This design comes from an exercise in tuning for small area, a short achievable clock period and few clock cycles per item on the open sky130 flow, not from production work.
Function was not checked in any run shown here: the RTL went through the layout flow alone.
Power figures rest on the tool's default switching activity, not on a simulated workload.

==> flow/flow/run.sh <==
#!/bin/bash
set -euo pipefail
export BUFFER_PORTS_ARGS="-buffer_cell sky130_fd_sc_hd__buf_1"
export SETUP_SLACK_MARGIN=6.6
bash standard.sh finish > standard_flow.log 2>&1
==> flow/standard.sh <==
#!/bin/bash
# synth_recipe.tcl (not shown) runs the flow's synth.tcl, then flattens the netlist and writes it again
# the make line also repeats each setting of config.mk as NAME=value (left out here)
make -C /OpenROAD-flow-scripts/flow DESIGN_CONFIG=/design/flow/config.mk WORK_HOME=/design/flow/orfs CLKGATE_MAP_FILE= SYNTH_SCRIPT=/design/flow/synth_recipe.tcl "${@:-finish}"
==> flow/config.mk <==
export PLATFORM = sky130hd
export DESIGN_NAME = ams_frame_encoder
export DESIGN_NICKNAME = ams_frame_encoder
export VERILOG_FILES = /design/flow/design.v
export SDC_FILE = /design/flow/constraint.sdc
export NUM_CORES = 4
export LEC_CHECK = 0
export CAP_MARGIN = 20
export CORE_MARGIN = 2
export CORE_UTILIZATION = 40
export SLEW_MARGIN = 20
==> flow/constraint.sdc <==
create_clock -name core_clock -period 10.0 [get_ports {clk}]
set_input_delay 2.0000 -clock core_clock [delete_from_list [all_inputs] [get_ports {clk}]]
set_output_delay 2.0000 -clock core_clock [all_outputs]
set_load 0.01 [all_outputs]
==> flow/design.v <==
module ams_frame_encoder (
    input  wire        clk,
    input  wire        rst,
    input  wire        in_valid,
    output wire        in_ready,
    input  wire        in_clear,
    input  wire        in_stream,      
    input  wire [15:0] in_year,
    input  wire [7:0]  in_month,
    input  wire [7:0]  in_day,
    input  wire [7:0]  in_wday,
    input  wire [7:0]  in_hour,
    input  wire [7:0]  in_minute,
    input  wire [7:0]  in_second,
    input  wire [31:0] in_p,
    input  wire [31:0] in_po,
    input  wire [31:0] in_q,
    input  wire [31:0] in_qo,
    input  wire [31:0] in_i1,
    input  wire [31:0] in_i2,
    input  wire [31:0] in_i3,
    input  wire [15:0] in_u1,
    input  wire [15:0] in_u2,
    input  wire [15:0] in_u3,
    input  wire [31:0] in_tpi,
    input  wire [31:0] in_tpo,
    input  wire [31:0] in_tqi,
    input  wire [31:0] in_tqo,
    output wire        out_valid,
    input  wire        out_ready,
    output wire [7:0]  out_data,
    output wire        out_last
);
    reg        v0, v1;
    reg [15:0] l0_y;
    reg [7:0]  l0_mo, l0_d, l0_w, l0_h, l0_mi;
    reg [4:0]  l0_q;
    reg [15:0] l1_y;
    reg [7:0]  l1_mo, l1_d, l1_w, l1_h;
    wire [4:0] sec_q = in_second / 8'd10;
    wire [7:0] l0_s = {3'd0, l0_q} * 8'd10;
    wire e0_a = v0 && ({in_year, in_month, in_day} == {l0_y, l0_mo, l0_d});
    wire e1_a = v1 && ({in_year, in_month, in_day} == {l1_y, l1_mo, l1_d});
    wire e0_b = {in_wday, in_hour, in_minute} == {l0_w, l0_h, l0_mi};
    wire e1_b = {in_wday, in_hour} == {l1_w, l1_h};
    wire e0_c = sec_q == l0_q;
    wire [2:0] n_pt = in_stream ? {e1_a, e1_b, 1'b1} : {e0_a, e0_b, e0_c};
    reg       in_rdy;
    reg       ld_rdy;          
    reg       act;             
    reg       c_str, c_clr;
    reg [2:0] c_pt;
    reg       p_v;             
    reg       p_str, p_clr;
    reg [2:0] p_pt;
    wire c_dup = &c_pt;
    wire c_sgl = c_clr | c_dup;        
    wire c_sup = !c_clr & c_dup;       
    wire p_sgl = p_clr | (&p_pt);
    assign in_ready = in_rdy;
    wire accept = in_valid && in_rdy;
    wire push = act && (!out_v || out_ready);
    reg  [8:0] pos;
    wire [4:0] blk  = pos[8:4];
    wire [3:0] off  = pos[3:0];
    wire       pre  = (pos < 9'd96);
    wire       tr   = c_str ? (blk == 5'd22) : (blk == 5'd16);
    wire       mid  = c_str && (blk == 5'd16 || blk == 5'd17);
    wire       ent  = !pre && !tr && !mid;
    wire       u16  = (blk == 5'd13) || (blk == 5'd14) || (blk == 5'd15);
    wire       rd   = ent && off[3] && (off[2:0] != 3'd0);      
    wire       jump = (pre && pos[6:0] == 7'd92)
                   || (ent && (u16 ? off == 4'd10 : off == 4'd12))
                   || (mid && (pos[4:0] == 5'd9 || pos[4:0] == 5'd27));
    wire       p_dt = pre && (pos[6:2] == 5'd5 || pos[6:2] == 5'd6) &&
                      !(c_str && pos[6:1] == 6'd13);             
    wire       m_dt = mid && (pos[4:2] == 3'd4 || pos[4:1] == 4'd10);   
    wire       dt_w1 = mid ? pos[2] : ~pos[2];      
    wire       is_dt = p_dt || m_dt;
    wire [7:0] pre_c, mid_c;
    assign pre_c =
          ({8{pos[6:0] == 7'd1 &&  c_str}} & 8'h01) |
          ({8{pos[6:0] == 7'd2 && !c_str}} & 8'hD9) |
          ({8{pos[6:0] == 7'd2 &&  c_str}} & 8'h23) |
          ({8{pos[6:0] == 7'd3}} & 8'h7E) |
          ({8{pos[6:0] == 7'd4 && !c_str}} & 8'hA0) |
          ({8{pos[6:0] == 7'd4 &&  c_str}} & 8'hA1) |
          ({8{pos[6:0] == 7'd5 && !c_str}} & 8'hD7) |
          ({8{pos[6:0] == 7'd5 &&  c_str}} & 8'h21) |
          ({8{pos[6:0] == 7'd6}} & 8'h2B) |
          ({8{pos[6:0] == 7'd7}} & 8'h21) |
          ({8{pos[6:0] == 7'd8}} & 8'h13) |
          ({8{pos[6:0] == 7'd9 && !c_str}} & 8'h86) |
          ({8{pos[6:0] == 7'd9 &&  c_str}} & 8'h73) |
          ({8{pos[6:0] == 7'd10 && !c_str}} & 8'hB8) |
          ({8{pos[6:0] == 7'd10 &&  c_str}} & 8'h8F) |
          ({8{pos[6:0] == 7'd11}} & 8'hE6) |
          ({8{pos[6:0] == 7'd12}} & 8'hE7) |
          ({8{pos[6:0] == 7'd14}} & 8'h0F) |
          ({8{pos[6:0] == 7'd19}} & 8'h0C) |
          ({8{pos[6:0] == 7'd27 &&  c_str}} & 8'h37) |
          ({8{pos[6:0] == 7'd28}} & 8'hFF) |
          ({8{pos[6:0] == 7'd29}} & 8'h80) |
          ({8{pos[6:0] == 7'd32}} & 8'h02) |
          ({8{pos[6:0] == 7'd33 && !c_str}} & 8'h19) |
          ({8{pos[6:0] == 7'd33 &&  c_str}} & 8'h23) |
          ({8{pos[6:0] == 7'd34}} & 8'h0A) |
          ({8{pos[6:0] == 7'd35}} & 8'h0A) |
          ({8{pos[6:0] == 7'd36}} & 8'h54) |
          ({8{pos[6:0] == 7'd37}} & 8'h45) |
          ({8{pos[6:0] == 7'd38}} & 8'h53) |
          ({8{pos[6:0] == 7'd39}} & 8'h54) |
          ({8{pos[6:0] == 7'd40}} & 8'h5F) |
          ({8{pos[6:0] == 7'd41}} & 8'h56) |
          ({8{pos[6:0] == 7'd42}} & 8'h30) |
          ({8{pos[6:0] == 7'd43}} & 8'h30) |
          ({8{pos[6:0] == 7'd44}} & 8'h30) |
          ({8{pos[6:0] == 7'd45}} & 8'h31) |
          ({8{pos[6:0] == 7'd46}} & 8'h09) |
          ({8{pos[6:0] == 7'd47}} & 8'h06) |
          ({8{pos[6:0] == 7'd48}} & 8'h01) |
          ({8{pos[6:0] == 7'd49}} & 8'h01) |
          ({8{pos[6:0] == 7'd52}} & 8'h05) |
          ({8{pos[6:0] == 7'd53}} & 8'hFF) |
          ({8{pos[6:0] == 7'd54}} & 8'h0A) |
          ({8{pos[6:0] == 7'd55}} & 8'h10) |
          ({8{pos[6:0] == 7'd56}} & 8'h31) |
          ({8{pos[6:0] == 7'd57}} & 8'h32) |
          ({8{pos[6:0] == 7'd58}} & 8'h33) |
          ({8{pos[6:0] == 7'd59}} & 8'h34) |
          ({8{pos[6:0] == 7'd60}} & 8'h35) |
          ({8{pos[6:0] == 7'd61}} & 8'h36) |
          ({8{pos[6:0] == 7'd62}} & 8'h37) |
          ({8{pos[6:0] == 7'd63}} & 8'h38) |
          ({8{pos[6:0] == 7'd64}} & 8'h39) |
          ({8{pos[6:0] == 7'd65}} & 8'h30) |
          ({8{pos[6:0] == 7'd66}} & 8'h31) |
          ({8{pos[6:0] == 7'd67}} & 8'h32) |
          ({8{pos[6:0] == 7'd68}} & 8'h33) |
          ({8{pos[6:0] == 7'd69}} & 8'h34) |
          ({8{pos[6:0] == 7'd70}} & 8'h35) |
          ({8{pos[6:0] == 7'd71}} & 8'h36) |
          ({8{pos[6:0] == 7'd72}} & 8'h09) |
          ({8{pos[6:0] == 7'd73}} & 8'h06) |
          ({8{pos[6:0] == 7'd74}} & 8'h01) |
          ({8{pos[6:0] == 7'd75}} & 8'h01) |
          ({8{pos[6:0] == 7'd76}} & 8'h60) |
          ({8{pos[6:0] == 7'd77}} & 8'h01) |
          ({8{pos[6:0] == 7'd78}} & 8'h01) |
          ({8{pos[6:0] == 7'd79}} & 8'hFF) |
          ({8{pos[6:0] == 7'd80}} & 8'h0A) |
          ({8{pos[6:0] == 7'd81}} & 8'h0B) |
          ({8{pos[6:0] == 7'd82}} & 8'h54) |
          ({8{pos[6:0] == 7'd83}} & 8'h45) |
          ({8{pos[6:0] == 7'd84}} & 8'h53) |
          ({8{pos[6:0] == 7'd85}} & 8'h54) |
          ({8{pos[6:0] == 7'd86}} & 8'h4D) |
          ({8{pos[6:0] == 7'd87}} & 8'h45) |
          ({8{pos[6:0] == 7'd88}} & 8'h54) |
          ({8{pos[6:0] == 7'd89}} & 8'h45) |
          ({8{pos[6:0] == 7'd90}} & 8'h52) |
          ({8{pos[6:0] == 7'd91}} & 8'h30) |
          ({8{pos[6:0] == 7'd92}} & 8'h31) |
          8'h00;
    assign mid_c =
          ({8{pos[4:0] == 5'd0}} & 8'h09) |
          ({8{pos[4:0] == 5'd1}} & 8'h06) |
          ({8{pos[4:0] == 5'd3}} & 8'h01) |
          ({8{pos[4:0] == 5'd4}} & 8'h01) |
          ({8{pos[4:0] == 5'd7}} & 8'hFF) |
          ({8{pos[4:0] == 5'd8}} & 8'h09) |
          ({8{pos[4:0] == 5'd9}} & 8'h0C) |
          ({8{pos[4:0] == 5'd23}} & 8'h37) |
          ({8{pos[4:0] == 5'd24}} & 8'hFF) |
          ({8{pos[4:0] == 5'd25}} & 8'h80) |
          8'h00;
    wire [7:0] xc = ({8{blk == 5'd6  || blk == 5'd18}} & 8'h01)
                  | ({8{blk == 5'd7  || blk == 5'd19}} & 8'h02)
                  | ({8{blk == 5'd8  || blk == 5'd20}} & 8'h03)
                  | ({8{blk == 5'd9  || blk == 5'd21}} & 8'h04)
                  | ({8{blk == 5'd10}} & 8'h1F)
                  | ({8{blk == 5'd11}} & 8'h33)
                  | ({8{blk == 5'd12}} & 8'h47)
                  | ({8{blk == 5'd13}} & 8'h20)
                  | ({8{blk == 5'd14}} & 8'h34)
                  | ({8{blk == 5'd15}} & 8'h48);
    reg [399:0] ch;
    reg [31:0]  rw;
    integer     wi;
    always @* begin
        rw = 32'd0;
        for (wi = 0; wi < 7; wi = wi + 1)
            rw = rw | ({32{blk == 6 + wi}} & ch[399 - 32*wi -: 32]);
        rw = rw | ({32{blk == 5'd13}} & {ch[175:160], 16'd0});
        rw = rw | ({32{blk == 5'd14}} & {ch[159:144], 16'd0});
        rw = rw | ({32{blk == 5'd15}} & {ch[143:128], 16'd0});
        for (wi = 0; wi < 4; wi = wi + 1)
            rw = rw | ({32{blk == 18 + wi}} & ch[127 - 32*wi -: 32]);
        rw = rw | ({32{is_dt & ~dt_w1 & ~c_str}} & {l0_y, l0_mo, l0_d});
        rw = rw | ({32{is_dt &  dt_w1 & ~c_str}} & {l0_w, l0_h, l0_mi, l0_s});
        rw = rw | ({32{is_dt & ~dt_w1 &  c_str}} & {l1_y, l1_mo, l1_d});
        rw = rw | ({32{is_dt &  dt_w1 &  c_str}} & {l1_w, l1_h, 16'd0});
    end
    wire [1:0] bsel = is_dt ? off[1:0] : off[1:0] - 2'd1;
    wire [7:0] head = (bsel == 2'd0) ? rw[31:24] :
                      (bsel == 2'd1) ? rw[23:16] :
                      (bsel == 2'd2) ? rw[15:8]  : rw[7:0];
    wire [7:0] ent_b = ({8{off == 4'd0}} & 8'h09)
                     | ({8{off == 4'd1}} & 8'h06)
                     | ({8{off == 4'd2 || off == 4'd3}} & 8'h01)
                     | ({8{off == 4'd4}} & xc)
                     | ({8{off == 4'd5}} & (pos[8] ? 8'h08 : 8'h07))
                     | ({8{off == 4'd7}} & 8'hFF)
                     | ({8{off == 4'd8}} & (u16 ? 8'h12 : 8'h06))
                     | ({8{off[3] && off[2:0] != 3'd0}} & head);
    reg [15:0] crc;
    reg        crc_pend;
    wire [15:0] crc_upd;
    wire [15:0] crc_f = crc_pend ? crc_upd : crc;
    wire [7:0] byte_o = ({8{pre}} & pre_c)
                      | ({8{mid}} & mid_c)
                      | ({8{ent}} & ent_b)
                      | ({8{is_dt}} & head)
                      | ({8{tr & ~off[1] & ~off[0]}} & ~crc_f[7:0])
                      | ({8{tr & ~off[1] &  off[0]}} & ~crc[15:8])
                      | ({8{tr & off[1]}} & 8'h7E)
                      | {7'd0, (pos == 9'd0) & c_sup};
    wire cur_last = c_sgl || (tr && off[1]);
    wire cov      = (pos[8:2] != 7'd0) && !tr;     
    wire a_done   = push && cur_last;
    wire start_c  = accept && (!act || a_done);    
    function [15:0] crc16_byte;
        input [15:0] c_in;
        input [7:0]  d;
        integer k;
        reg [15:0] c;
        begin
            c = c_in ^ {8'h00, d};
            for (k = 0; k < 8; k = k + 1) begin
                if (c[0]) c = (c >> 1) ^ 16'h8408;
                else      c = c >> 1;
            end
            crc16_byte = c;
        end
    endfunction
    reg       out_v, out_l;
    reg [7:0] out_d;
    assign out_valid = out_v;
    assign out_data  = out_d;
    assign out_last  = out_l;
    reg [7:0] crc_d;           
    assign crc_upd = crc16_byte(crc, crc_d);
    always @(posedge clk) begin
        if (rst)
            out_v <= 1'b0;
        else if (!out_v || out_ready)
            out_v <= act;
        if (push) begin
            out_d <= byte_o;
            out_l <= cur_last;
        end
        if (push && cov)
            crc_d <= byte_o;
    end
    always @(posedge clk) begin
        if (rst) begin
            act    <= 1'b0;
            p_v    <= 1'b0;
            in_rdy <= 1'b1;
            ld_rdy <= 1'b1;
            v0     <= 1'b0;
            v1     <= 1'b0;
        end else begin
            if (start_c) begin
                act   <= 1'b1;
                c_str <= in_stream;
                c_clr <= in_clear;
                c_pt  <= n_pt;
            end else if (a_done) begin
                act   <= p_v;
                c_str <= p_str;
                c_clr <= p_clr;
                c_pt  <= p_pt;
            end
            if (accept && !start_c) begin
                p_v   <= 1'b1;
                p_str <= in_stream;
                p_clr <= in_clear;
                p_pt  <= n_pt;
            end else if (a_done) begin
                p_v <= 1'b0;
            end
            in_rdy <= !accept && (a_done ? (!p_v || p_sgl)
                                         : (!p_v && (!act || c_sgl || tr)));
            ld_rdy <= !accept && (!p_v || p_sgl) && (a_done || !act || c_sgl || tr);
            if (accept) begin
                if (in_clear) begin
                    v0 <= 1'b0;
                    v1 <= 1'b0;
                end else if (in_stream)
                    v1 <= 1'b1;
                else
                    v0 <= 1'b1;
            end
        end
    end
    always @(posedge clk) begin
        if (!act || a_done)
            pos <= 9'd0;
        else if (push)
            pos <= jump ? {blk + 5'd1, 4'd0} : pos + 9'd1;
    end
    always @(posedge clk) begin
        if (accept && !in_clear) begin
            if (in_stream) begin
                l1_y <= in_year; l1_mo <= in_month; l1_d <= in_day;
                l1_w <= in_wday; l1_h <= in_hour;
            end else begin
                l0_y <= in_year; l0_mo <= in_month; l0_d <= in_day;
                l0_w <= in_wday; l0_h <= in_hour; l0_mi <= in_minute;
                l0_q <= sec_q;
            end
        end
    end
    always @(posedge clk) begin
        if (ld_rdy)
            ch <= {in_p, in_po, in_q, in_qo, in_i1, in_i2, in_i3,
                   in_u1, in_u2, in_u3, in_tpi, in_tpo, in_tqi, in_tqo};
        crc_pend <= push && cov;
        if (!act || a_done)
            crc <= 16'hFFFF;
        else if (crc_pend)
            crc <= crc_upd;
    end
endmodule
==> results.txt, run 1 <==
status=complete, no violations; MaxCap Viol Count=0; clock skew=between 40 and 50 ps; total track usage=~29%; WL/cell=29.4 microns; adder-cell share of the synthesized area=0.870%; area share of the leading cell type in the synthesized netlist=63.6%; Sw Share=about 23%; clk sinks=569; worst path required time=about 10,000 ps; XOR/XNOR Fraction of Synth Area=4.91%; largest net degree at the start of global routing=188; critical path fanouts, max=14; Clk network pwr share=about two fifths; Setup-failing EPs final=0; Port Buf Inserts=480; Seq pwr share=a little over half; Rel. slew slack=about 28%; Post-synth top cells=edfxtp_1 (536), nand2_1 (124), a22oi_1 (105); GRT met2 Usage=46.1%; CTS root buffer=clkbuf_16; CTS max path bufs=3; fillers=5,652; Cell Pwr Density=173 nW/um^2; first-pass GRT wire length=137,000 microns; CP top delay family=compound AO/OA/AOI/OAI gates; area grow syn2layout=24.9%; Crit Path Class=primary input to register; Slowest-stage cell, CP=or3_1; vias in the first global route=19,300; post-synth top area cell=edfxtp_1; setup TNS=0 ps; internal power=4.22 mW; total core area=between 60,000 and 70,000 sq um; CTS H-tree depth=2; chip height=256 microns; clock slew at reported path FFs=60 ps; Worst Tran Pin Value=1080 ps; antenna viol nets, final=0; Gate Count Post-Synth=1,874; synth unique cells=84; sequential-to-total area share from yosys stat=66.2%; initial antenna violation count=15; register area=16,800 sq um; f_max=294 MHz; post-synthesis mux area share=about 1.6%; RR Startpoint=pos[5]; Mapped Area=around 25,000 sq um; 1st-iter DRT viols=2,553; I/O pin cnt=481; Slew Limit Fails=0; Final Hold Viols=0; count leader, synth=edfxtp_1; routability cong.=around 0.96; via count=19,500; vias per inst=5.92; worst path cell trace=buf_6, nor2b_2, o31ai_2, a221oi_4, or3_1, o2111ai_2, xnor2_1, a31o_2, mux2_4; Worst setup startpoint=in_second[3]; Synth Area in Simple Gates=8.73%; ratio of cells with drive above 1 in the final layout=between 10% and 20%; DP HPWL=between 60,000 and 70,000 microns; CP arrival=3770 ps; Post-route DRC=0; Startpoint Class=primary input; Post-synth EDFFs=536; Gate power share=6.3%; Die Wd=256 microns; Synth Flop Type=edfxtp_1; share of synthesized registers carrying an async set or reset=0%; Syn Area/Cell=around 14 sq um; main area contributors after synthesis=edfxtp_1 (64%), a22oi_1 (3.1%), dfxtp_1 (2.6%); compound-gate portion of the synthesized area=roughly 15%; Mapped Nets=2,361; TritonCTS clock tree=yes; total CTS buffers=just over 60; Min-Delay Path Class=register to register; met1 GRT Util=between 30% and 40%; largest family of logic cells by synthesized area=compound AO/OA/AOI/OAI gates; area of the multi-input gates=8780 sq um; CTS Hold Bufs=0; Net count, final=2,880; GRT busiest layer=met2; cell area after layout=31,600 sq um; CP peak stage delay=340 ps; drt first pass iters=8; VDD IR max=0.000161 V; Post-Route WL=97,100 microns; Tmin final=3410 ps; Static Leakage=10.7 nW; routing usage on met3=around 7%; crit path buf inv count=1; total gr overflow=0; RSZ-0062 raised after global routing=true; initial core utilization=40.3%; worst-skew pair later-pin latency=roughly 650 ps; Final Cycle Share=34.1%; Synth Register Bits=569; Placed Area=28,200 sq um; switching power=roughly 1.2 mW; Hold Path Origin=p_v; critical path capture point type=register; # rows=92; YS warnings=1; die area=65,300 sq um
-- metal layers --
layer,up-vias,part of all wire (%)
met2,1060,47
li1,8571,-
met5,-,0.077
met1,9700,39
met4,12,4.0
met3,187,9.5
-- worst paths after layout --
path | to | slack, ps | depth (start not counted)
min reg2reg | in_rdy | 530 | 1
max | c_pt[0] | 6590 | 9
max reg2reg | crc_d[3] | 6620 | 11
min | in_rdy | 530 | 1
-- state kept, by name, summed over array words and instances (netlist names), 5 cells and up --
| name | count |
|---|---|
| l1_mo | 8 |
| l1_y | 16 |
| l0_mi | 8 |
| crc_d | 8 |
| pos | 9 |
| l1_w | 8 |
| l1_d | 8 |
| l1_h | 8 |
| l0_h | 8 |
| crc | 16 |
| ch | 400 |
| out_d | 8 |
| l0_q | 5 |
| l0_w | 8 |
| l0_mo | 8 |
| l0_d | 8 |
| l0_y | 16 |
-- placed cells by master (no fill, tap or decap), types with 63 or more instances in the layout --
| cell type | synthesis | layout |
|---|---|---|
| xnor2_1 | 70 | 67 |
| clkbuf_16 | 0 | 63 |
| a22oi_1 | 105 | 102 |
| xor2_1 | 70 | 70 |
| nor2_1 | 71 | 66 |
| buf_1 | 17 | 473 |
| o21ai_0 | 69 | 66 |
| edfxtp_1 | 536 | 536 |
| buf_4 | 1 | 71 |
| nand2_1 | 124 | 122 |
| a21oi_1 | 90 | 85 |
-- area by class of cell --
class / count / share of cell area, %
antenna: 10 / 0.0792
clock buffer: 79 / 5.14
clock inverter: 34 / 1.10
inverter: 22 / 0.313
multi-input combinational: 1159 / 27.8
sequential: 569 / 53.1
tap: 846 / 3.35
timing repair buffer: 580 / 9.17
-- stage by stage --
stage / total power [mW] / setup slack (ps) / instances / util [%] / hold slack (ps)
final: 5.46 / 6590 / 3299 / 50.3 / 526
after global routing: 5.61 / 6540 / 3295 / 50.3 / 546
after CTS: 5.46 / 6580 / 3257 / 49.2 / 513
after detailed placement: 3.23 / 5440 / 3115 / 44.8 / 507
after global placement: 3.22 / 5430 / 3114 / 44.8 / 506
after floorplan: 3.06 / 5940 / 1874 / - / 464
-- kinds of logic (layout without fill, tap and decap cells) --
kind of cell | after synthesis | in the layout
xor+xnor | 141 | 141
other cells | 0 | 10
buf+inv | 147 | 715
compound gates | 532 | 532
mux | 40 | 40
simple gates | 428 | 429
fa+ha+maj | 17 | 17
flops | 569 | 569
-- what timing repair did --
action / CTS / global route
cloned: 1 / 2
pin swaps: 27 / 30
resized for setup: 130 / 73
endpoints found under the setup margin: 39 / 127
setup buffers: 28 / 30
-- power by group through the flow --
stage | Combinational, mW | Clock, mW | Sequential (mW)
after global placement | 0.298 | 0 | 2.92
after global routing | 0.368 | 2.35 | 2.89
after detailed placement | 0.303 | 0 | 2.93
after CTS | 0.325 | 2.26 | 2.88
after floorplan | 0.118 | 0 | 2.94
final | 0.341 | 2.24 | 2.88
==> inputs of run 2 (changes only) <==
==> flow/flow/run.sh (replaced) <==
#!/bin/bash
set -euo pipefail
export BUFFER_PORTS_ARGS="-buffer_cell sky130_fd_sc_hd__buf_1"
export SETUP_SLACK_MARGIN=7
bash standard.sh finish > standard_flow.log 2>&1
--- a/flow/config.mk
+++ b/flow/config.mk
@@ -7,5 +7,7 @@
 export LEC_CHECK = 0
 export CAP_MARGIN = 20
 export CORE_MARGIN = 2
-export CORE_UTILIZATION = 40
+export CORE_UTILIZATION = 55
+export CTS_CLUSTER_DIAMETER = 80
+export CTS_CLUSTER_SIZE = 20
 export SLEW_MARGIN = 20
==> run 2 against run 1 <==
Still clean. Final area rose by 0.65%. Combinational power increased by 7.9%. Via count up 3.4%. First-iteration DRC count is 20% higher. Count of clock-buffer cells in the layout down 37. Die area is 27% lower. Setup slack worse by 44 ps. Fmax fell by 1.3%. Synthesized area unchanged. Global-route usage increased by 9.8 points. Sequential cell count unchanged. Worst hold slack lost 7.0 ps.
==> results.txt, run 2 <==
status=complete, no violations (unchanged); largest net degree at the start of global routing=184 (was 188); Setup-failing EPs final=0 (unchanged); TritonCTS clock tree=yes (unchanged); vias per inst=6.56 (was 5.92); clock skew=31.8 ps (was 44.3 ps); chip height=219 microns (was 256 microns); critical path capture point type=register (unchanged); Slew Limit Fails=0 (unchanged); post-synth top area cell=edfxtp_1 (unchanged); first-pass GRT wire length=130,000 microns (was 137,000 microns); # rows=78 (was 92); sequential-to-total area share from yosys stat=66.2% (unchanged); CTS root buffer=clkbuf_16 (unchanged); worst path required time=10,330 ps (was 10,360 ps); via count=20,200 (was 19,500); total track usage=38.4% (was 28.6%); Rel. slew slack=34.0% (was 28.1%); most frequent cells in the layout=edfxtp_1 (536), buf_1 (440), buf_4 (139) (was edfxtp_1 (536), buf_1 (473), nand2_1 (122)); total core area=45,400 sq um (was 62,900 sq um); CTS H-tree depth=2 (unchanged); Gate power share=7.9% (was 6.3%); Mapped Nets=2,361 (unchanged); area share of the leading cell type in the synthesized netlist=63.6% (unchanged); routability cong.=1.02 (was 0.956); Port Buf Inserts=480 (unchanged); vias in the first global route=19,200 (was 19,300); Crit Path Class=primary input to register (unchanged); antenna viol nets, final=0 (unchanged); Synth Register Bits=569 (unchanged); Cell Pwr Density=147 nW/um^2 (was 173 nW/um^2); Post-synth top cells=edfxtp_1 (536), nand2_1 (124), a22oi_1 (105) (unchanged); ratio of cells with drive above 1 in the final layout=19.7% (was 13.7%); DP HPWL=64,500 microns (was 69,600 microns); VDD IR max=0.000178 V (was 0.000161 V); Synth Flop Type=edfxtp_1 (unchanged); Mapped Area=25,300 sq um (unchanged); switching power=1.07 mW (was 1.24 mW); Final Cycle Share=34.5% (was 34.1%); setup TNS=0 ps (unchanged); main area contributors after synthesis=edfxtp_1 (64%), a22oi_1 (3.1%), dfxtp_1 (2.6%) (unchanged); Largest register FFs=400 (unchanged); fillers=3,281 (was 5,652); initial antenna violation count=23 (was 15); synth unique cells=84 (unchanged); share of synthesized registers carrying an async set or reset=0% (unchanged); 1st-iter DRT viols=3,060 (was 2,553); Gate Count Post-Synth=1,874 (unchanged); Largest Register=ch (unchanged); Tmin final=3450 ps (was 3410 ps); clk sinks=569 (unchanged); Seq pwr share=61.4% (was 52.8%); Clk network pwr share=30.7% (was 41.0%); total CTS buffers=35 (was 61); Post-route DRC=0 (unchanged); commonest non-fill, non-tap cell in the layout=edfxtp_1 (unchanged); Worst Tran Pin Value=989 ps (was 1080 ps); MaxCap Viol Count=0 (unchanged); worst-skew pair later-pin latency=590 ps (was 650 ps); drt first pass iters=8 (unchanged); CTS max path bufs=3 (unchanged); Post-synth EDFFs=536 (unchanged); internal power=3.60 mW (was 4.22 mW); Power Total=4.68 mW (was 5.46 mW); I/O pin cnt=481 (unchanged); die area=47,700 sq um (was 65,300 sq um); Startpoint Class=primary input (unchanged); f_max=290 MHz (was 294 MHz); Die Wd=219 microns (was 256 microns); initial core utilization=55.8% (was 40.3%); critical path fanouts, max=8 (was 14); Final Hold Viols=0 (unchanged); Post-Route WL=93,600 microns (was 97,100 microns); Net count, final=2,942 (was 2,880); Static Leakage=10.9 nW (was 10.7 nW); CTS Hold Bufs=0 (unchanged); YS warnings=1 (unchanged); count leader, synth=edfxtp_1 (unchanged); Syn Area/Cell=13.5 sq um (unchanged); clock slew at reported path FFs=80 ps (was 60 ps); Min-Delay Path Class=register to register (unchanged); CP arrival=3780 ps (was 3770 ps); total gr overflow=0 (unchanged); RSZ-0062 raised after global routing=true (unchanged); WL/cell=30.4 microns (was 29.4 microns); area grow syn2layout=25.7% (was 24.9%); Sw Share=22.9% (was 22.7%)
## run 2: cell counts after synthesis
Identical to the previous run, type by type.
## run 2: path summary, 6_finish.rpt
kind / from / end / slack [ps] / cells after the start
setup / recovery: in_second[4] / c_pt[0] / 6550 / 9
hold / removal: p_v / in_rdy / 520 / 1
setup reg to reg: pos[4] / crc_d[0] / 6730 / 13
hold reg to reg: p_v / in_rdy / 520 / 1
## run 2: final cells by class
cell class                      instances  area (sq um)  area share, %
Clock inverter                          7          67.6          0.212
Sequential cell                       569         16800           52.8
Timing Repair Buffer                  667          3900           12.3
Antenna cell                           12          30.0         0.0944
Inverter                               22           104          0.327
Multi-Input combinational cell       1160          9260           29.1
Clock buffer                           42           912           2.87
Tap cell                              600           751           2.36
## run 2: cells by family after synthesis
logic type | Yosys count | share of synthesized area (%)
fa+ha+maj | 17 | 0.870
simple gates | 428 | 8.73
xor+xnor | 141 | 4.91
compound gates | 532 | 15.4
flops | 569 | 66.2
mux | 40 | 1.63
buf+inv | 147 | 2.28
## run 2: timing repair
item	in CTS	in global routing
gates cloned	6	2
setup buffers	108	41
resized for setup	246	116
endpoints found under the setup margin	187	220
pin swaps	85	72
## run 2: critical path, stage by stage
cell	delay, ps
buf_12	110
nor2b_4	130
a22o_1	250
a2111oi_4	320
o21a_1	170
o2111ai_2	140
xnor2_1	180
a31o_2	220
mux2_4	250
## run 2: metal layers
layer	vias to the layer above	wire, microns	global-route usage, %
li1	8667	-	-
met1	9781	33600	49.7
met2	1408	43600	60.1
met3	310	10400	9.49
met4	22	5880	20.6
met5	-	149	0
## run 2: through the flow
stage | hold WS [ps] | util, % | setup slack, ps | std cells | area (sq um)
finish | 519 | 70.1 | 6550 | 3079 | 31800
global route | 559 | 70.1 | 6490 | 3075 | 31800
CTS | 517 | 68.1 | 6510 | 3024 | 30900
detailed placement | 515 | 61.5 | 5390 | 2861 | 27900
global placement | 509 | 61.5 | 5420 | 2861 | 27900
floorplan | 464 | - | 5940 | 1874 | 25700
## run 2: power by group through the flow
stage	registers (mW)	logic (mW)	clock network, mW
after floorplan	2.95	0.125	0
after detailed placement	2.93	0.300	0
after global placement	2.92	0.295	0
final	2.87	0.368	1.44
after CTS	2.87	0.335	1.43
after global routing	2.89	0.391	1.52
==> inputs of run 3 (changes only) <==
--- a/flow/config.mk
+++ b/flow/config.mk
@@ -8,6 +8,7 @@
 export CAP_MARGIN = 20
 export CORE_MARGIN = 2
 export CORE_UTILIZATION = 55
-export CTS_CLUSTER_DIAMETER = 80
-export CTS_CLUSTER_SIZE = 20
+export CTS_BUF_LIST = sky130_fd_sc_hd__clkbuf_4 sky130_fd_sc_hd__clkbuf_8 sky130_fd_sc_hd__clkbuf_16
+export CTS_CLUSTER_DIAMETER = 100
+export CTS_CLUSTER_SIZE = 30
 export SLEW_MARGIN = 20
==> run 3 against run 2 <==
Non-clock buffer count grew 1. Largest power group unchanged. Sequential power is essentially flat. Critical path type unchanged. Largest cell class unchanged. Via count shrank 0.61%. First-iteration DRC count up 11%.
==> results.txt, run 3 <==
status=complete, no violations (unchanged); clock slew at reported path FFs=110 ps (was 80 ps); clk sinks=569 (unchanged); CP peak stage delay=310 ps (was 320 ps); Mapped Area=25,300 sq um (unchanged); sequential-to-total area share from yosys stat=66.2% (unchanged); post-synth top area cell=edfxtp_1 (unchanged); Rel. slew slack=31.4% (was 34.0%); CP arrival=3770 ps (was 3780 ps); CP top delay family=compound AO/OA/AOI/OAI gates (unchanged); Slowest-stage cell, CP=a2111oi_4 (unchanged); Worst Tran Pin Value=1030 ps (was 989 ps); most frequent cells in the layout=edfxtp_1 (536), buf_1 (442), buf_4 (132) (was edfxtp_1 (536), buf_1 (440), buf_4 (139)); Largest register FFs=400 (unchanged); CTS H-tree depth=1 (was 2); antenna viol nets, final=0 (unchanged); Post-Route WL=93,900 microns (was 93,600 microns); Syn Area/Cell=13.5 sq um (unchanged); critical path fanouts, max=8 (unchanged); total CTS buffers=23 (was 35); I/O pin cnt=481 (unchanged); 1st-iter DRT viols=3,411 (was 3,060); RSZ-0062 raised after global routing=true (unchanged); first-pass GRT wire length=129,000 microns (was 130,000 microns); Cell Pwr Density=140 nW/um^2 (was 147 nW/um^2); main area contributors after synthesis=edfxtp_1 (64%), a22oi_1 (3.1%), dfxtp_1 (2.6%) (unchanged); Synth Register Bits=569 (unchanged); share of synthesized registers carrying an async set or reset=0% (unchanged); Slew Limit Fails=0 (unchanged); clock skew=43.4 ps (was 31.8 ps); Post-route DRC=0 (unchanged); worst path cell trace=buf_12, nor2b_4, a22o_1, a2111oi_4, o21a_1, o2111ai_2, xnor2_1, a31o_2, mux2_4 (unchanged); TritonCTS clock tree=yes (unchanged); Post-synth EDFFs=536 (unchanged); die area=47,700 sq um (unchanged); Crit Path Class=primary input to register (unchanged); Final Hold Viols=0 (unchanged); f_max=293 MHz (was 290 MHz); setup TNS=0 ps (unchanged); chip height=219 microns (unchanged); Setup-failing EPs final=0 (unchanged); Mapped Nets=2,361 (unchanged); initial antenna violation count=21 (was 23); Static Leakage=10.8 nW (was 10.9 nW); commonest non-fill, non-tap cell in the layout=edfxtp_1 (unchanged); Post-synth top cells=edfxtp_1 (536), nand2_1 (124), a22oi_1 (105) (unchanged); Port Buf Inserts=480 (unchanged); vias in the first global route=19,000 (was 19,200); VDD IR max=0.000195 V (was 0.000178 V); CTS max path bufs=3 (unchanged); Tmin final=3420 ps (was 3450 ps); largest net degree at the start of global routing=184 (unchanged); routability cong.=1.02 (unchanged); Net count, final=2,932 (was 2,942); setup slack after layout=6580 ps (was 6550 ps); count leader, synth=edfxtp_1 (unchanged); WL/cell=30.6 microns (was 30.4 microns); Startpoint Class=primary input (unchanged); via count=20,100 (was 20,200); CTS Hold Bufs=0 (unchanged); DP HPWL=64,500 microns (unchanged); total gr overflow=0 (unchanged); Largest Register=ch (unchanged); vias per inst=6.53 (was 6.56); critical path capture point type=register (unchanged); crit path buf inv count=1 (unchanged); Gate Count Post-Synth=1,874 (unchanged); total track usage=37.7% (was 38.4%); Synth Flop Type=edfxtp_1 (unchanged); Final Cycle Share=34.2% (was 34.5%); worst path required time=10,350 ps (was 10,330 ps); worst-skew pair later-pin latency=600 ps (was 590 ps); Place WS=5390 ps (unchanged); total core area=45,400 sq um (unchanged); synth unique cells=84 (unchanged); YS warnings=1 (unchanged); drt first pass iters=9 (was 8); ratio of cells with drive above 1 in the final layout=19.8% (was 19.7%); # rows=78 (unchanged); area grow syn2layout=25.2% (was 25.7%); Min-Delay Path Class=register to register (unchanged); area share of the leading cell type in the synthesized netlist=63.6% (unchanged); CTS root buffer=clkbuf_16 (unchanged); Die Wd=219 microns (unchanged); MaxCap Viol Count=0 (unchanged); initial core utilization=55.8% (unchanged); Power Total=4.45 mW (was 4.68 mW)
## run 3: cell count changes in the layout (fill, tap and decap cells not counted), moves of 3 or more
cell / delta
a21oi_2: +3
a221oi_1: -3
a221oi_2: +3
buf_12: +3
buf_4: -7
buf_6: -5
clkbuf_1: -6
clkbuf_16: -7
clkbuf_4: +16
clkinvlp_4: -3
## run 3: power by group
part           switching [mW]  internal, mW  total, mW
registers              0.0711          2.80       2.87
clock network           0.713         0.492       1.20
logic                   0.225         0.144      0.369
## run 3: final cells by class
class	instances	area, sq um
inverter	22	100
tap	600	751
fill	3245	13700
antenna	10	25.0
multi-input combinational	1161	9310
clock inverter	2	36.3
sequential	569	16800
clock buffer	39	696
timing repair buffer	668	3980
## run 3: metal layers
layer,GRT usage (%),part of all wire [%]
met3,9.28,12
met2,59.6,47
met4,18.3,5.5
met1,49.1,36
met5,0,0.16
## run 3: worst paths after layout
path         slack, ps        to    startpoint  depth (start not counted)
min                520    in_rdy           p_v                          1
max               6580   c_pt[0]  in_second[4]                          9
min reg2reg        520    in_rdy           p_v                          1
max reg2reg       6750  crc_d[0]        pos[4]                         11
## run 3: timing repair
| item | CTS | global route |
|---|---|---|
| pin swaps | 77 | 79 |
| gates resized for setup | 247 | 123 |
| setup endpoints to repair | 185 | 144 |
| cloned | 5 | 8 |
| setup buffers | 103 | 43 |
## run 3: cell families (layout without fill, tap and decap cells)
group	Yosys count	count (layout)	share of synthesized area, %
other	0	10	0
flip-flops	569	569	66.2
AND/OR/NAND/NOR	428	431	8.73
adder cells (fa/ha/maj)	17	17	0.870
multiplexers	40	40	1.63
AO/OA/AOI/OAI	532	532	15.4
XOR/XNOR	141	141	4.91
buffers and inverters	147	731	2.28
## run 3: through the flow
step / utilization [%] / hold slack, ps / instances / cell area [sq um]
final: 69.8 / 525 / 3071 / 31700
after floorplan: - / 464 / 1874 / 25700
after global routing: 69.8 / 567 / 3069 / 31700
after CTS: 67.4 / 526 / 3010 / 30600
after global placement: 61.5 / 509 / 2861 / 27900
after detailed placement: 61.5 / 515 / 2861 / 27900
==> inputs of run 4 (changes only) <==
--- a/flow/design.v
+++ b/flow/design.v
@@ -37,8 +37,19 @@
     reg [4:0]  l0_q;
     reg [15:0] l1_y;
     reg [7:0]  l1_mo, l1_d, l1_w, l1_h;
-    wire [4:0] sec_q = in_second / 8'd10;
-    wire [7:0] l0_s = {3'd0, l0_q} * 8'd10;
+    reg [4:0] sec_q;
+    reg [7:0] l0_s;
+    integer   ti;
+    always @* begin
+        sec_q = 5'd0;
+        for (ti = 10; ti < 256; ti = ti + 10)
+            if (in_second >= ti) sec_q = ti / 10;
+    end
+    always @* begin
+        l0_s = 8'd0;
+        for (ti = 1; ti < 26; ti = ti + 1)
+            if (l0_q == ti) l0_s = ti * 10;
+    end
     wire e0_a = v0 && ({in_year, in_month, in_day} == {l0_y, l0_mo, l0_d});
     wire e1_a = v1 && ({in_year, in_month, in_day} == {l1_y, l1_mo, l1_d});
     wire e0_b = {in_wday, in_hour, in_minute} == {l0_w, l0_h, l0_mi};
@@ -63,7 +74,7 @@
     reg  [8:0] pos;
     wire [4:0] blk  = pos[8:4];
     wire [3:0] off  = pos[3:0];
-    wire       pre  = (pos < 9'd96);
+    wire       pre  = (pos[8:7] == 2'd0) && !(pos[6] && pos[5]);    
     wire       tr   = c_str ? (blk == 5'd22) : (blk == 5'd16);
     wire       mid  = c_str && (blk == 5'd16 || blk == 5'd17);
     wire       ent  = !pre && !tr && !mid;
==> flow/flow/run.sh (replaced) <==
#!/bin/bash
set -euo pipefail
export BUFFER_PORTS_ARGS="-buffer_cell sky130_fd_sc_hd__buf_1"
export SETUP_SLACK_MARGIN=6.6
bash standard.sh finish > standard_flow.log 2>&1
==> flow/config.mk (replaced) <==
export PLATFORM = sky130hd
export DESIGN_NAME = ams_frame_encoder
export DESIGN_NICKNAME = ams_frame_encoder
export VERILOG_FILES = /design/flow/design.v
export SDC_FILE = /design/flow/constraint.sdc
export NUM_CORES = 4
export LEC_CHECK = 0
export CAP_MARGIN = 20
export CORE_MARGIN = 2
export CORE_UTILIZATION = 40
export CTS_CLUSTER_DIAMETER = 80
export CTS_CLUSTER_SIZE = 20
export SLEW_MARGIN = 20
==> run 4 against run 3 <==
Register-to-register slack worse by 220 ps. Final area hardly changed. Via count decreased by 0.55%. Utilization is 20 points lower. Count of clock-buffer cells in the layout increased by 2. Non-clock buffer count fell by 40. Fmax fell by 1.6%. Die area rose by 38%. First-iteration DRC count decreased by 25%. Largest cell class unchanged. Largest power group unchanged.
==> results.txt, run 4 <==
status=complete, no violations (unchanged); flop-to-flop setup slack=6530 ps (was 6750 ps); main area contributors after synthesis=edfxtp_1 (63%), a22oi_1 (2.8%), dfxtp_1 (2.6%) (was edfxtp_1 (64%), a22oi_1 (3.1%), dfxtp_1 (2.6%)); fillers=5,582 (was 3,245); Crit Path Class=register to register (was primary input to register); CTS root buffer=clkbuf_16 (unchanged); largest net degree at the start of global routing=207 (was 184); setup slack after layout=6530 ps (was 6580 ps); Synth Flop Type=edfxtp_1 (unchanged); Gate Count Post-Synth=1,923 (was 1,874); clock slew at reported path FFs=90 ps (was 110 ps); critical path capture point type=register (unchanged); count leader, synth=edfxtp_1 (unchanged); TritonCTS clock tree=yes (unchanged); share of synthesized registers carrying an async set or reset=0% (unchanged); most frequent cells in the layout=edfxtp_1 (536), buf_1 (469), nand2_1 (129) (was edfxtp_1 (536), buf_1 (442), buf_4 (132)); register area=16,800 sq um (about the same); initial antenna violation count=16 (was 21); cell count after placement=3,158 (was 2,861); total CTS buffers=37 (was 23); final core occ=50.3% (was 69.8%); vias per inst=6.00 (was 6.53); cell area after layout=31,700 sq um (about the same); sequential-to-total area share from yosys stat=65.8% (was 66.2%); Post-route DRC=0 (unchanged); total gr overflow=0 (unchanged); Largest Register=ch (unchanged); Post-synth top cells=edfxtp_1 (536), nand2_1 (133), clkbuf_1 (106) (was edfxtp_1 (536), nand2_1 (124), a22oi_1 (105)); Tmin final=3470 ps (was 3420 ps); # rows=92 (was 78); antenna viol nets, final=0 (unchanged); cell count of the worst reg-to-reg path=24 (was 11); Power Total=4.75 mW (was 4.45 mW); CTS max path bufs=3 (unchanged); hold path endpoint=crc[2] (was in_rdy); final hold slack=541 ps (was 525 ps); via count=20,000 (was 20,100); Largest register FFs=400 (unchanged); Static Leakage=10.4 nW (was 10.8 nW); chip height=256 microns (was 219 microns); Rel. slew slack=17.3% (was 31.4%); f_max=288 MHz (was 293 MHz); Final Hold Viols=0 (unchanged); Worst Tran Pin Value=1240 ps (was 1030 ps); Syn Area/Cell=13.2 sq um (was 13.5 sq um); RR Endpoint=pos[5] (was crc_d[0]); Final Non-Filler Cells=3,325 (was 3,071); drt first pass iters=6 (was 9); commonest non-fill, non-tap cell in the layout=edfxtp_1 (unchanged); total core area=63,000 sq um (was 45,400 sq um); total track usage=27.9% (was 37.7%); die area=65,700 sq um (was 47,700 sq um); Startpoint Class=register (was primary input); Placed Area=28,300 sq um (was 27,900 sq um); initial core utilization=40.5% (was 55.8%); Port Buf Inserts=479 (was 480); GRT met2 Usage=45.9% (was 59.6%); GRT busiest layer=met2 (unchanged); DP HPWL=65,900 microns (was 64,500 microns); clk sinks=569 (unchanged); MaxCap Viol Count=0 (unchanged); Mapped Area=25,500 sq um (was 25,300 sq um); area share of the leading cell type in the synthesized netlist=63.2% (was 63.6%); worst-skew pair later-pin latency=600 ps (about the same); Post-Route WL=97,000 microns (was 93,900 microns); I/O pin cnt=481 (unchanged); RSZ-0062 raised after global routing=true (unchanged); area grow syn2layout=24.3% (was 25.2%); ratio of cells with drive above 1 in the final layout=15.2% (was 19.8%); Place WS=5220 ps (was 5390 ps); routability cong.=0.933 (was 1.02); Hold Path Origin=crc[2] (was p_v); post-synth top area cell=edfxtp_1 (unchanged); clock skew=29.5 ps (was 43.4 ps); CP arrival=3980 ps (was 3770 ps); Synth Register Bits=569 (unchanged); WL/cell=29.2 microns (was 30.6 microns); Final Cycle Share=34.7% (was 34.2%); 1st-iter DRT viols=2,561 (was 3,411); Slew Limit Fails=0 (unchanged); Min-Delay Path Class=register to register (unchanged); critical path fanouts, max=5 (was 8); routing usage on met3=6.39% (was 9.28%); Hold Path Depth=2 (was 1); Cell Pwr Density=150 nW/um^2 (was 140 nW/um^2); YS warnings=1 (unchanged); vias in the first global route=19,500 (was 19,000); Die Wd=256 microns (was 219 microns); Mapped Nets=2,403 (was 2,361); setup TNS=0 ps (unchanged); synth unique cells=87 (was 84); first-pass GRT wire length=134,000 microns (was 129,000 microns); Post-synth EDFFs=536 (unchanged); met1 GRT Util=35.9% (was 49.1%); worst path required time=10,510 ps (was 10,350 ps); CTS H-tree depth=2 (was 1); Net count, final=2,937 (was 2,932); VDD IR max=0.000154 V (was 0.000195 V); RR Startpoint=pos[4] (unchanged); area of the multi-input gates=8990 sq um (was 9310 sq um); Setup-failing EPs final=0 (unchanged)
run 4: logic make-up after synthesis:
logic type / count (synthesis) / share of synthesized area (%)
AOI/OAI and AO/OA: 557 / 15.6
xor gates and xnor gates: 143 / 4.99
adders and majority gates: 10 / 0.491
buffers and inverters: 154 / 2.38
DFF: 569 / 65.8
muxes: 39 / 1.70
and+or+nand+nor: 451 / 9.09
run 4: layer usage:
layer  part of all wire [%]  wire length (microns)
met1                     38                  37000
met2                     48                  46200
met3                    9.6                   9290
met4                    4.5                   4360
met5                   0.15                    143
run 4: area by class of cell:
cell class	count	share of cell area, %
Sequential cell	569	53.0
Tap cell	846	3.34
Clock inverter	12	0.478
Timing Repair Buffer	628	11.3
Inverter	19	0.320
Timing Repair inverter	1	0.0158
Clock buffer	41	3.04
Antenna cell	8	0.0632
Multi-Input combinational cell	1201	28.4
run 4: what timing repair did:
item / in CTS / in global routing
resized for setup: 151 / 108
endpoints found under the setup margin: 61 / 45
gates cloned: 7 / 8
hold buffers: 0 / 0
pin swaps: 34 / 54
setup buffers: 68 / 23
run 4: worst max-delay path by stage:
stage,slack (ps),startpoint,depth (start not counted),endpoint
after global placement,5180,pos[4],11,out_d[0]
after global routing,6450,pos[4],24,pos[5]
after floorplan,5940,in_stream,2,l0_d[0]
final,6530,pos[4],24,pos[5]
after CTS,6550,out_ready,7,c_str
after detailed placement,5220,pos[4],11,out_d[0]
run 4: power breakdown:
part	leakage [nW]	internal [mW]	switching, mW
registers	5.63	2.80	0.0682
logic	4.28	0.113	0.202
clock network	0.542	0.734	0.828
run 4: critical path, stage by stage, from the launching register on:
cell	delay [ps]
dfxtp_4	390
clkinvlp_4	100
buf_4	140
buf_4	120
buf_4	120
buf_4	130
buf_4	120
buf_4	120
buf_4	120
buf_4	120
buf_4	120
buf_4	130
buf_4	120
buf_4	120
buf_4	120
buf_4	120
buf_4	120
buf_4	120
buf_4	120
buf_4	120
buf_4	120
buf_4	150
o21ai_2	140
a21oi_2	90
a211oi_2	200
==> inputs of run 5 (changes only) <==
==> flow/flow/run.sh (replaced) <==
#!/bin/bash
set -euo pipefail
export BUFFER_PORTS_ARGS="-buffer_cell sky130_fd_sc_hd__buf_1"
export SETUP_SLACK_MARGIN=6.8
bash standard.sh finish > standard_flow.log 2>&1
==> run 5 against run 4 <==
Critical path type unchanged. Worst hold slack lost 11 ps. Non-clock buffer count shrank 17. Cell count shrank 0.45%. Fmax grew 2.9%. Register-to-register slack gained 98 ps. Critical path depth shrank 12. Combinational power grew 3%. Die area is the same. First-iteration DRC count shrank 5.1%. Highest routed layer unchanged. Routed wire length shrank 2.3%. Via count shrank 0.92%.
==> results.txt, run 5 <==
1st-iter DRT viols=2,431 (was 2,561); synth unique cells=87 (unchanged); internal power=3.70 mW (was 3.65 mW); CTS H-tree depth=2 (unchanged); cell count after placement=3,156 (was 3,158); worst-skew pair later-pin latency=600 ps (about the same); first-pass GRT wire length=135,000 microns (was 134,000 microns); RR Endpoint=crc_d[7] (was pos[5]); largest net degree at the start of global routing=166 (was 207); area share of the leading cell type in the synthesized netlist=63.2% (unchanged); final core occ=50.3% (about the same); Net count, final=2,921 (was 2,937); Mapped Nets=2,403 (unchanged); end of the critical path=crc_d[7] (was pos[5]); initial antenna violation count=19 (was 16); flop-to-flop setup slack=6630 ps (was 6530 ps); main area contributors after synthesis=edfxtp_1 (63%), a22oi_1 (2.8%), dfxtp_1 (2.6%) (unchanged); Final Cycle Share=33.7% (was 34.7%); count leader, synth=edfxtp_1 (unchanged); most used cell, CP=nor3_1 (was buf_4); Setup-failing EPs final=0 (unchanged); clk sinks=569 (unchanged); Synth Register Bits=569 (unchanged); Worst Tran Pin Value=1000 ps (was 1240 ps); Largest Register=ch (unchanged); f_max=297 MHz (was 288 MHz); MaxCap Viol Count=0 (unchanged); Seq pwr share=59.5% (was 60.5%); area grow syn2layout=24.4% (was 24.3%); worst path required time=10,270 ps (was 10,510 ps); critical path capture point type=register (unchanged); total core area=63,000 sq um (unchanged); initial core utilization=40.5% (unchanged); Rel. slew slack=33.3% (was 17.3%); CP arrival=3650 ps (was 3980 ps); Final Hold Viols=0 (unchanged); Gate Count Post-Synth=1,923 (unchanged); Min-Delay Path Class=register to register (unchanged); Cell Pwr Density=152 nW/um^2 (was 150 nW/um^2); drt first pass iters=6 (unchanged); register area=16,800 sq um (about the same); Post-Route WL=94,800 microns (was 97,000 microns); critical path fanouts, max=37 (was 5); I/O pin cnt=481 (unchanged); Post-synth EDFFs=536 (unchanged); Largest register FFs=400 (unchanged); TritonCTS clock tree=yes (unchanged); Slowest-stage cell, CP=a2111oi_4 (was dfxtp_4); RSZ-0062 raised after global routing=true (unchanged); setup TNS=0 ps (unchanged); Sw Share=23.3% (was 23.1%); fillers=5,560 (was 5,582); clock skew=46.8 ps (was 29.5 ps); CTS root buffer=clkbuf_16 (unchanged); antenna viol nets, final=0 (unchanged); most frequent cells in the layout=edfxtp_1 (536), buf_1 (464), nand2_1 (129) (was edfxtp_1 (536), buf_1 (469), nand2_1 (129)); Tmin final=3370 ps (was 3470 ps); Crit Path Class=register to register (unchanged); RR Startpoint=c_str (was pos[4]); status=complete, no violations (unchanged); DP HPWL=65,900 microns (about the same); total track usage=27.9% (about the same); total CTS buffers=39 (was 37); routability cong.=0.927 (was 0.933); WL/cell=28.6 microns (was 29.2 microns); switching power=1.13 mW (was 1.10 mW); Syn Area/Cell=13.2 sq um (unchanged); via count=19,800 (was 20,000); CTS Hold Bufs=0 (unchanged); die area=65,700 sq um (unchanged); Power Total=4.82 mW (was 4.75 mW); chip height=256 microns (unchanged); commonest non-fill, non-tap cell in the layout=edfxtp_1 (unchanged); total gr overflow=0 (unchanged); Clk network pwr share=33.8% (was 32.9%); Slew Limit Fails=0 (unchanged); post-synth top area cell=edfxtp_1 (unchanged); clock slew at reported path FFs=80 ps (was 90 ps); Mapped Area=25,500 sq um (unchanged); CP peak stage delay=480 ps (was 390 ps); Post-route DRC=0 (unchanged); Post-synth top cells=edfxtp_1 (536), nand2_1 (133), clkbuf_1 (106) (unchanged); Gate power share=6.7% (was 6.6%); Die Wd=256 microns (unchanged); cell count of the worst reg-to-reg path=12 (was 24); Static Leakage=10.5 nW (was 10.4 nW); vias per inst=5.97 (was 6.00); ratio of cells with drive above 1 in the final layout=15.7% (was 15.2%); CTS max path bufs=3 (unchanged); # rows=92 (unchanged); share of synthesized registers carrying an async set or reset=0% (unchanged); final hold slack=530 ps (was 541 ps); Port Buf Inserts=479 (unchanged); YS warnings=1 (unchanged); Startpoint Class=register (unchanged); area of the multi-input gates=9150 sq um (was 8990 sq um); VDD IR max=0.000165 V (was 0.000154 V); worst path cell trace=buf_12, inv_1, buf_6, nor3_1, buf_4, buf_4, a221oi_1, nor3_1, a2111oi_4, nor3_1, nor4_2, o211ai_1 (was clkinvlp_4, buf_4, buf_4, buf_4, buf_4, buf_4, buf_4, buf_4, buf_4, buf_4, buf_4, buf_4, buf_4, buf_4, buf_4, buf_4, buf_4, buf_4, buf_4, buf_4, buf_4, o21ai_2, a21oi_2, a211oi_2); Worst setup startpoint=c_str (was pos[4]); vias in the first global route=19,800 (was 19,500); sequential-to-total area share from yosys stat=65.8% (unchanged); Synth Flop Type=edfxtp_1 (unchanged); Final Non-Filler Cells=3,310 (was 3,325)
run 5: cell counts after synthesis:
No cell type changed its count.
run 5: area by class of cell:
type	count	share of cell area, %
antenna	9	0.0711
sequential	569	53.0
tap	846	3.34
clock inverter	13	0.576
timing repair buffer	611	10.7
clock buffer	42	3.18
inverter	19	0.296
multi-input combinational	1201	28.9
run 5: through the flow:
step	instance area [sq um]	setup WS (ps)
after floorplan	25700	5940
final	31700	6630
after CTS	31100	6600
after global routing	31700	6570
after detailed placement	28300	5200
after global placement	28300	5220
run 5: logic make-up after synthesis:
| logic type | count (synthesis) | synth area share (%) |
|---|---|---|
| muxes | 39 | 1.70 |
| adders and majority gates | 10 | 0.491 |
| buffers and inverters | 154 | 2.38 |
| AOI/OAI and AO/OA | 557 | 15.6 |
| xor gates and xnor gates | 143 | 4.99 |
| DFF | 569 | 65.8 |
| and+or+nand+nor | 451 | 9.09 |
run 5: how the worst min path moves through the flow:
stage / start / to / cells after the start
2_1_floorplan: v0 / v0 / 2
3_3_place_gp: crc[3] / crc[3] / 2
3_5_place_dp: crc[7] / crc[7] / 2
4_1_cts: crc[7] / crc[7] / 2
5_1_grt: p_str / c_str / 1
6_report: pos[1] / pos[1] / 2
run 5: routing by layer:
metal | wire length, microns | part of all wire, % | global-route usage [%]
met4 | 3530 | 3.7 | 9.15
met5 | 152 | 0.16 | 0
met3 | 8480 | 8.9 | 5.96
met2 | 46500 | 49 | 47.4
met1 | 36100 | 38 | 35.4
run 5: power by group through the flow:
stage                     clock [mW]  sequential, mW  combinational, mW
after floorplan                    0            2.95              0.114
after global placement             0            2.92              0.277
after detailed placement           0            2.93              0.285
after CTS                       1.65            2.87              0.304
after global routing            1.73            2.88              0.349
final                           1.63            2.87              0.325
run 5: worst max-delay path: cells and delay by family, from the launching register on:
family          cells  cell delay, ps
compound gates      3             980
buf+inv             5             990
flops               1             420
simple gates        4             630
run 5: timing repair:
item                                    4_1_cts  5_1_grt
pin swaps                                    44       42
cloned                                        6        2
endpoints found under the setup margin      175       28
setup buffers                                61       20
resized for setup                           205       76
==> inputs of run 6 (changes only) <==
--- a/flow/design.v
+++ b/flow/design.v
@@ -55,19 +55,19 @@
     wire e0_b = {in_wday, in_hour, in_minute} == {l0_w, l0_h, l0_mi};
     wire e1_b = {in_wday, in_hour} == {l1_w, l1_h};
     wire e0_c = sec_q == l0_q;
-    wire [2:0] n_pt = in_stream ? {e1_a, e1_b, 1'b1} : {e0_a, e0_b, e0_c};
+    wire [4:0] n_pt = {e1_a, e1_b, e0_a, e0_b, e0_c};
     reg       in_rdy;
     reg       ld_rdy;          
     reg       act;             
     reg       c_str, c_clr;
-    reg [2:0] c_pt;
+    reg [4:0] c_pt;
     reg       p_v;             
     reg       p_str, p_clr;
-    reg [2:0] p_pt;
-    wire c_dup = &c_pt;
+    reg [4:0] p_pt;
+    wire c_dup = c_str ? (c_pt[4] & c_pt[3]) : (&c_pt[2:0]);
     wire c_sgl = c_clr | c_dup;        
     wire c_sup = !c_clr & c_dup;       
-    wire p_sgl = p_clr | (&p_pt);
+    wire p_sgl = p_clr | (p_str ? (p_pt[4] & p_pt[3]) : (&p_pt[2:0]));
     assign in_ready = in_rdy;
     wire accept = in_valid && in_rdy;
     wire push = act && (!out_v || out_ready);
==> run 6 against run 5 <==
Synthesized area rose by 0.59%. Sequential share of layout area rose by 0.13 points. Worst hold slack better by 17 ps. Sequential power hardly changed. Power is 1.5% lower. Clock power down 6%. Critical endpoint is now crc_d[6]. Via count rose by 0.44%.
==> results.txt, run 6 <==
WL/cell=30.9 microns (was 28.6 microns); via count=19,900 (was 19,800); Rel. slew slack=28.6% (was 33.3%); CTS H-tree depth=2 (unchanged); flop-to-flop setup slack=6590 ps (was 6630 ps); DP HPWL=70,600 microns (was 65,900 microns); CTS max path bufs=3 (unchanged); Setup-failing EPs final=0 (unchanged); RR Endpoint=crc_d[6] (was crc_d[7]); Slew Limit Fails=0 (unchanged); 1st-iter DRT viols=2,566 (was 2,431); Min-Delay Path Class=register to register (unchanged); drt first pass iters=6 (unchanged); clk sinks=573 (was 569); die area=66,100 sq um (was 65,700 sq um); vias in the first global route=19,200 (was 19,800); RR Startpoint=pos[4] (was c_str); Final Cycle Share=34.1% (was 33.7%); area grow syn2layout=24.2% (was 24.4%); ratio of cells with drive above 1 in the final layout=17.8% (was 15.7%); most frequent cells in the layout=edfxtp_1 (540), buf_1 (451), nand2_1 (116) (was edfxtp_1 (536), buf_1 (464), nand2_1 (129)); CP arrival=3690 ps (was 3650 ps); Gate Count Post-Synth=1,876 (was 1,923); TritonCTS clock tree=yes (unchanged); chip height=257 microns (was 256 microns); sequential-to-total area share from yosys stat=65.9% (was 65.8%); post-synth top area cell=edfxtp_1 (unchanged); clock slew at reported path FFs=80 ps (about the same); share of synthesized registers carrying an async set or reset=0% (unchanged); Static Leakage=10.5 nW (about the same); Worst Tran Pin Value=1070 ps (was 1000 ps); YS warnings=1 (unchanged); Hold Path Depth=2 (unchanged); largest net degree at the start of global routing=191 (was 166); Post-synth top cells=edfxtp_1 (540), nand2_1 (117), xnor2_1 (103) (was edfxtp_1 (536), nand2_1 (133), clkbuf_1 (106)); worst path required time=10,290 ps (was 10,270 ps); Cell Pwr Density=149 nW/um^2 (was 152 nW/um^2); CTS root buffer=clkbuf_16 (unchanged); RSZ-0062 raised after global routing=true (unchanged); I/O pin cnt=481 (unchanged); Post-synth EDFFs=540 (was 536); Post-route DRC=0 (unchanged); setup TNS=0 ps (unchanged); Mapped Area=25,600 sq um (was 25,500 sq um); Mapped Nets=2,356 (was 2,403); MaxCap Viol Count=0 (unchanged); main area contributors after synthesis=edfxtp_1 (63%), xnor2_1 (3.5%), a22oi_1 (2.9%) (was edfxtp_1 (63%), a22oi_1 (2.8%), dfxtp_1 (2.6%)); Synth Register Bits=573 (was 569); first-pass GRT wire length=140,000 microns (was 135,000 microns); count leader, synth=edfxtp_1 (unchanged); initial antenna violation count=19 (unchanged); Tmin final=3410 ps (was 3370 ps); total core area=63,200 sq um (was 63,000 sq um); cell count of the worst reg-to-reg path=9 (was 12); area share of the leading cell type in the synthesized netlist=63.3% (was 63.2%); vias per inst=6.05 (was 5.97); Startpoint Class=register (unchanged); total CTS buffers=37 (was 39); Die Wd=257 microns (was 256 microns); initial core utilization=40.5% (about the same); Syn Area/Cell=13.7 sq um (was 13.2 sq um); f_max=293 MHz (was 297 MHz); critical path fanouts, max=7 (was 37); Largest register FFs=400 (unchanged); Crit Path Class=register to register (unchanged); total gr overflow=0 (unchanged); clock skew=48.4 ps (was 46.8 ps); status=complete, no violations (unchanged); total track usage=29.5% (was 27.9%); final hold slack=547 ps (was 530 ps); routability cong.=0.946 (was 0.927); # rows=92 (unchanged); Post-Route WL=101,000 microns (was 94,800 microns); Final Hold Viols=0 (unchanged); Largest Register=ch (unchanged); Synth Flop Type=edfxtp_1 (unchanged); Hold Path Origin=crc[5] (was pos[1]); critical path capture point type=register (unchanged); Port Buf Inserts=479 (unchanged); fillers=5,559 (was 5,560); hold path endpoint=crc[5] (was pos[1]); antenna viol nets, final=0 (unchanged); VDD IR max=0.000163 V (was 0.000165 V); commonest non-fill, non-tap cell in the layout=edfxtp_1 (unchanged); Net count, final=2,893 (was 2,921); synth unique cells=95 (was 87); worst-skew pair later-pin latency=610 ps (was 600 ps); CTS Hold Bufs=0 (unchanged)
run 6: cell count changes in the layout (fill, tap and decap cells not counted), sizes merged, moves of 11 or more:
cell | previous run | this run
nand3 | 53 | 37
xor2 | 72 | 35
a22o | 40 | 29
buf | 597 | 612
a21oi | 88 | 69
nand2 | 134 | 119
a222oi | 18 | 35
o21ai | 94 | 82
xnor2 | 71 | 104
run 6: metrics by stage:
stage	setup WS, ps	total power, mW	util, %	instances	cell area, sq um
after global placement	5320	3.22	44.8	3107	28300
after CTS	6600	4.75	48.8	3226	30800
after detailed placement	5260	3.24	44.8	3107	28300
final	6590	4.75	50.4	3281	31800
after floorplan	6010	3.08	-	1876	25800
after global routing	6550	4.89	50.4	3280	31800
run 6: area by class of cell:
cell class / count / area, sq um / area share [%]
clock inverter: 11 / 123 / 0.385
clock buffer: 39 / 943 / 2.96
timing repair buffer: 632 / 3540 / 11.1
timing repair inverter: 1 / 5.00 / 0.0157
antenna: 11 / 27.5 / 0.0865
sequential: 573 / 16900 / 53.1
inverter: 27 / 128 / 0.401
tap: 846 / 1060 / 3.33
multi-input combinational: 1141 / 9110 / 28.6
run 6: logic make-up (layout without fill, tap and decap cells):
logic type | Yosys count | in the layout | synth area share [%]
AOI/OAI and AO/OA | 517 | 517 | 14.9
muxes | 50 | 50 | 2.05
buffers and inverters | 163 | 710 | 2.88
and+or+nand+nor | 422 | 423 | 8.92
DFF | 573 | 573 | 65.9
xor gates and xnor gates | 139 | 139 | 4.78
other | 0 | 11 | 0
adders and majority gates | 12 | 12 | 0.566
run 6: critical path: stages, from the launching register on:
cell,delay [ps]
dfxtp_4,380
clkinvlp_4,130
ha_4,190
buf_12,130
and4b_4,220
buf_12,150
a222oi_1,880
nand4_1,430
a221oi_2,390
o41ai_4,180
run 6: worst max path at each step:
stage               from        to  slack (ps)
4_1_cts           pos[4]  crc_d[0]        6600
3_3_place_gp   out_ready   p_pt[1]        5320
6_report          pos[4]  crc_d[6]        6590
3_5_place_dp   out_ready   p_pt[1]        5260
2_1_floorplan   in_valid   l0_d[0]        6010
5_1_grt           pos[4]  crc_d[6]        6550
run 6: metal layers:
| layer | vias up | routed length [microns] | global-route usage (%) | part of all wire, % |
|---|---|---|---|---|
| met3 | 210 | 10600 | 7.24 | 10 |
| met2 | 1203 | 47700 | 46.9 | 47 |
| li1 | 8567 | - | - | - |
| met5 | - | 112 | 0 | 0.11 |
| met4 | 16 | 4340 | 11.9 | 4.3 |
| met1 | 9861 | 38700 | 38.7 | 38 |
run 6: timing repair:
item	4_1_cts	5_1_grt
pin swaps	34	59
setup endpoints to repair	71	29
buffers inserted	63	38
resized for setup	179	142
cloned	6	4
run 6: power breakdown:
group	switching [mW]	leakage, nW	internal [mW]	total (mW)
sequential	0.0686	5.67	2.82	2.89
clock	0.831	0.527	0.699	1.53
combinational	0.211	4.32	0.123	0.334
total	1.11	10.5	3.64	4.75

-- static timing again, ports no longer ideal --
The flow's constraints put no driver on any port. The routed layouts listed below were extracted and timed again, unchanged, in two steps. Step 1 (the two cells are an assumption about what drives the block):
set clk [get_ports {clk}]
set_driving_cell -lib_cell sky130_fd_sc_hd__clkbuf_16 $clk
set_driving_cell -lib_cell sky130_fd_sc_hd__buf_2 [delete_from_list [all_inputs] $clk]
Step 2 moves the port delays by t, midway between the first and last clock arrival at a register: inputs arrive t later, outputs are due t later. That takes back most of the time a late clock gives input paths. Slacks: no drivers / after step 1 / after step 2; pairs: no drivers / after step 1.
run	t (ns)	setup slack, ns	worst hold slack (ns)	worst setup path after step 2	pins driven straight from the clock port
run 1	0.696	6.593 / 6.614 / 5.919	0.526 / 0.526 / 0.526	input to register	1
run 2	0.637	6.549 / 6.562 / 5.926	0.519 / 0.519 / 0.519	input to register	1
run 3	0.638	6.584 / 6.596 / 5.958	0.525 / 0.525 / 0.525	input to register	1
run 4	0.641	6.530 / 6.530 / 5.933	0.541 / 0.541 / 0.541	input to register	1
run 5	0.644	6.628 / 6.628 / 6.049	0.530 / 0.530 / 0.530	input to register	1
run 6	0.654	6.592 / 6.592 / 6.055	0.547 / 0.547 / 0.547	input to register	1
After both steps every run listed still meets setup and hold. For run 1, which loses most, drivers alone change the setup slack by +0.021 ns; drivers and shift together by -0.674 ns.
